This is an optimization exercise on Yosys and OpenROAD, whose aim is small area, a short achievable clock period and few clock cycles, not a production implementation.
No activity file was given, so power comes from the tool's default toggle rates.

==> flow/design.v <==
module pecf_table (
    input  wire [7:0]  idx,
    output wire [14:0] entry
);
    assign entry = ({15{idx[0]}} & 15'h4599) ^
                   ({15{idx[1]}} & 15'h4EAB) ^
                   ({15{idx[2]}} & 15'h58CF) ^
                   ({15{idx[3]}} & 15'h7407) ^
                   ({15{idx[4]}} & 15'h2D97) ^
                   ({15{idx[5]}} & 15'h5B2E) ^
                   ({15{idx[6]}} & 15'h73C5) ^
                   ({15{idx[7]}} & 15'h2213);
endmodule
module pecf_step (
    input  wire [14:0] rem_in,
    input  wire [7:0]  data,
    output wire [14:0] rem_out
);
    wire [14:0] entry;
    pecf_table u_table (
        .idx   (rem_in[14:7] ^ data),
        .entry (entry)
    );
    assign rem_out = {rem_in[6:0], 8'h00} ^ entry;
endmodule
module pecf_tx (
    input  wire       clk,
    input  wire       rst,
    input  wire       tx_valid,
    input  wire [7:0] tx_data,
    input  wire       tx_last,
    output wire       tx_ready,
    output wire       out_valid,
    output wire [7:0] out_data,
    input  wire       out_ready
);
    localparam [14:0] SEED = 15'h0010;
    reg         pec_hi;      
    reg         pec_lo;      
    reg  [14:0] rem;
    wire        pay = !(pec_hi || pec_lo);
    wire [14:0] rem_next;
    assign out_valid = pay ? tx_valid : 1'b1;
    assign out_data  = pay ? tx_data  : rem[14:7];
    assign tx_ready  = pay && out_ready;
    wire take = out_valid && out_ready;
    pecf_step u_step (
        .rem_in  (rem),
        .data    (out_data),
        .rem_out (rem_next)
    );
    always @(posedge clk) begin
        if (rst) begin
            pec_hi <= 1'b0;
            pec_lo <= 1'b0;
            rem    <= SEED;
        end else if (take) begin
            pec_hi <= pay && tx_last;
            pec_lo <= pec_hi;
            rem    <= pec_lo ? SEED : rem_next;
        end
    end
endmodule
module pecf_rx (
    input  wire        clk,
    input  wire        rst,
    input  wire        rx_start,
    input  wire        rx_valid,
    input  wire [7:0]  rx_data,
    input  wire [22:0] noise_floor_uv,
    output reg         blk_valid,
    output reg  [3:0]  blk_dev,
    output wire [15:0] blk_code0,
    output wire [15:0] blk_code1,
    output wire [15:0] blk_code2,
    output wire        blk_pec_ok,
    output wire        pec_err,
    output wire [22:0] blk_uv0,
    output wire [22:0] blk_uv1,
    output wire [22:0] blk_uv2
);
    localparam [14:0] SEED = 15'h0010;
    reg  [2:0]  pos;         
    reg  [14:0] rem;
    reg  [47:0] payload;     
    reg         err;         
    reg  [20:0] x_top, x_mid, x_bot;   
    wire [14:0] rem_next;
    pecf_step u_step (
        .rem_in  ((pos == 3'd0) ? SEED : rem),
        .data    (rx_data),
        .rem_out (rem_next)
    );
    assign blk_code0  = payload[15:0];
    assign blk_code1  = payload[31:16];
    assign blk_code2  = payload[47:32];
    assign blk_pec_ok = (rem == 15'd0);
    assign pec_err    = err || !blk_pec_ok;
    wire [22:0] top_uv;
    pecf_scale u_scale (.code(blk_code2), .uv(top_uv));
    wire [20:0] x_clamped = ({x_top, 2'b00} < noise_floor_uv) ? 21'd0 : x_top;
    assign blk_uv0 = {x_bot, 2'b00};
    assign blk_uv1 = {x_mid, 2'b00};
    assign blk_uv2 = {x_top, 2'b00};
    always @(posedge clk) begin
        if (rx_valid) begin
            rem <= rem_next;
            if (!(pos[2] && pos[1]))
                payload <= {rx_data, payload[47:8]};
        end
        if (pos != 3'd0 && pos != 3'd1)
            x_top <= pos[0] ? x_clamped : top_uv[22:2];
        if (rx_valid && (pos == 3'd3 || pos == 3'd5)) begin
            x_mid <= x_clamped;
            x_bot <= x_mid;
        end
    end
    always @(posedge clk) begin
        blk_valid <= rx_valid && (pos == 3'd7);
        if (rst || rx_start) begin
            pos     <= 3'd0;
            blk_dev <= 4'd0;
            err     <= 1'b0;
        end else begin
            if (rx_valid)
                pos <= pos + 3'd1;
            if (blk_valid) begin
                blk_dev <= blk_dev + 4'd1;
                if (!blk_pec_ok)
                    err <= 1'b1;
            end
        end
    end
endmodule
module pecf_scale (
    input  wire [15:0] code,
    output wire [22:0] uv
);
    wire [20:0] x25 = ({code, 4'b0} + {code, 3'b0}) + code;
    assign uv = {x25, 2'b00};
endmodule
module pecf_link (
    input  wire        clk,
    input  wire        rst,
    input  wire        tx_valid,
    input  wire [7:0]  tx_data,
    input  wire        tx_last,
    output wire        tx_ready,
    output wire        out_valid,
    output wire [7:0]  out_data,
    input  wire        out_ready,
    input  wire        rx_start,
    input  wire        rx_valid,
    input  wire [7:0]  rx_data,
    input  wire [22:0] noise_floor_uv,
    output wire        blk_valid,
    output wire [3:0]  blk_dev,
    output wire [15:0] blk_code0,
    output wire [15:0] blk_code1,
    output wire [15:0] blk_code2,
    output wire        blk_pec_ok,
    output wire        pec_err,
    output wire [22:0] blk_uv0,
    output wire [22:0] blk_uv1,
    output wire [22:0] blk_uv2
);
    pecf_tx u_tx (
        .clk       (clk),
        .rst       (rst),
        .tx_valid  (tx_valid),
        .tx_data   (tx_data),
        .tx_last   (tx_last),
        .tx_ready  (tx_ready),
        .out_valid (out_valid),
        .out_data  (out_data),
        .out_ready (out_ready)
    );
    pecf_rx u_rx (
        .clk            (clk),
        .rst            (rst),
        .rx_start       (rx_start),
        .rx_valid       (rx_valid),
        .rx_data        (rx_data),
        .noise_floor_uv (noise_floor_uv),
        .blk_valid      (blk_valid),
        .blk_dev        (blk_dev),
        .blk_code0      (blk_code0),
        .blk_code1      (blk_code1),
        .blk_code2      (blk_code2),
        .blk_pec_ok     (blk_pec_ok),
        .pec_err        (pec_err),
        .blk_uv0        (blk_uv0),
        .blk_uv1        (blk_uv1),
        .blk_uv2        (blk_uv2)
    );
endmodule
export LEC_CHECK = 0
export CAP_MARGIN = 20
export CORE_MARGIN = 2
export CORE_UTILIZATION = 40
export SLEW_MARGIN = 20
create_clock -name core_clock -period 9.0 [get_ports {clk}]
standard.sh (not shown) runs the stock make flow with config.mk's settings and CLKGATE_MAP_FILE= SYNTH_SCRIPT=/design/flow/synth_recipe.tcl, a recipe that flattens the netlist after the stock synthesis.
==> flow/flow/run.sh <==
#!/bin/bash
# The standard layout, except that the port buffers are made as the smallest
# buffer cell (buf_1) instead of the resizer's default pick; the repair steps
# still resize them where timing or slew asks for it.
set -euo pipefail
cd "$(dirname "$0")/.."
bash standard.sh BUFFER_PORTS_ARGS="-buffer_cell sky130_fd_sc_hd__buf_1" finish > standard_flow.log 2>&1
The first run ran to the end with no violations.
Change:
--- a/flow/design.v
+++ b/flow/design.v
@@ -84,7 +84,8 @@
     reg  [14:0] rem;
     reg  [47:0] payload;     
     reg         err;         
-    reg  [20:0] x_top, x_mid, x_bot;   
+    reg         low2;        
+    reg  [22:0] uv0, uv1;    
     wire [14:0] rem_next;
     pecf_step u_step (
         .rem_in  ((pos == 3'd0) ? SEED : rem),
@@ -98,22 +99,20 @@
     assign pec_err    = err || !blk_pec_ok;
     wire [22:0] top_uv;
     pecf_scale u_scale (.code(blk_code2), .uv(top_uv));
-    wire [20:0] x_clamped = ({x_top, 2'b00} < noise_floor_uv) ? 21'd0 : x_top;
-    assign blk_uv0 = {x_bot, 2'b00};
-    assign blk_uv1 = {x_mid, 2'b00};
-    assign blk_uv2 = {x_top, 2'b00};
+    wire        top_low = (top_uv < noise_floor_uv);
+    wire [22:0] top_clamped = top_low ? 23'd0 : top_uv;
+    assign blk_uv0 = uv0;
+    assign blk_uv1 = uv1;
+    assign blk_uv2 = low2 ? 23'd0 : top_uv;
     always @(posedge clk) begin
         if (rx_valid) begin
             rem <= rem_next;
             if (!(pos[2] && pos[1]))
                 payload <= {rx_data, payload[47:8]};
         end
-        if (pos != 3'd0 && pos != 3'd1)
-            x_top <= pos[0] ? x_clamped : top_uv[22:2];
-        if (rx_valid && (pos == 3'd3 || pos == 3'd5)) begin
-            x_mid <= x_clamped;
-            x_bot <= x_mid;
-        end
+        if (pos == 3'd2) uv0  <= top_clamped;
+        if (pos == 3'd4) uv1  <= top_clamped;
+        if (pos == 3'd6) low2 <= top_low;
     end
     always @(posedge clk) begin
         blk_valid <= rx_valid && (pos == 3'd7);
Critical path depth came out higher by 7.
Worst hold slack is better by 0.0041 ns.
Synthesized area is lower by 7.5%.
Power went up by 6.9%.
Cell area drops by 6.7%.
Worst setup slack degrades by 1.5 ns.
Utilization went up by 0.52 points.
Cell count decreases by 5.0%.
No run of this note included a check of the RTL's function; only the layout flow was run.

-- port drivers added, routing unchanged --
No port has a modelled driver above. Below, the same layouts with a new extraction and two added sets of constraints.
Step 1: set_driving_cell puts a clkbuf_16 on clk and a buf_2 on each other input, an assumption about the parent block.
Step 2 adds t to the input delays and takes it off the output delays; t is the mean of the earliest and latest rising clock arrival at the registers after step 1. Input paths then give back, and output paths get back, about the clock's delay inside the block.
Three values: ideal, step 1, step 2; two values: the first two.
run	shift t [ns]	setup slack, ns	worst setup path at the end	latest minus earliest clock arrival (ns)	worst slew at a driven data input, ns
the first run	0.467	4.850 / 4.831 / 4.662	input to register	0.007 / 0.008	0.04
the second run	0.460	3.384 / 3.341 / 3.801	register to output	0.010 / 0.011	0.04
After both steps setup and hold are still met in every run listed. The setup slack of the first run, which loses most, moves by -0.019 ns with the drivers and by -0.188 ns with both steps.
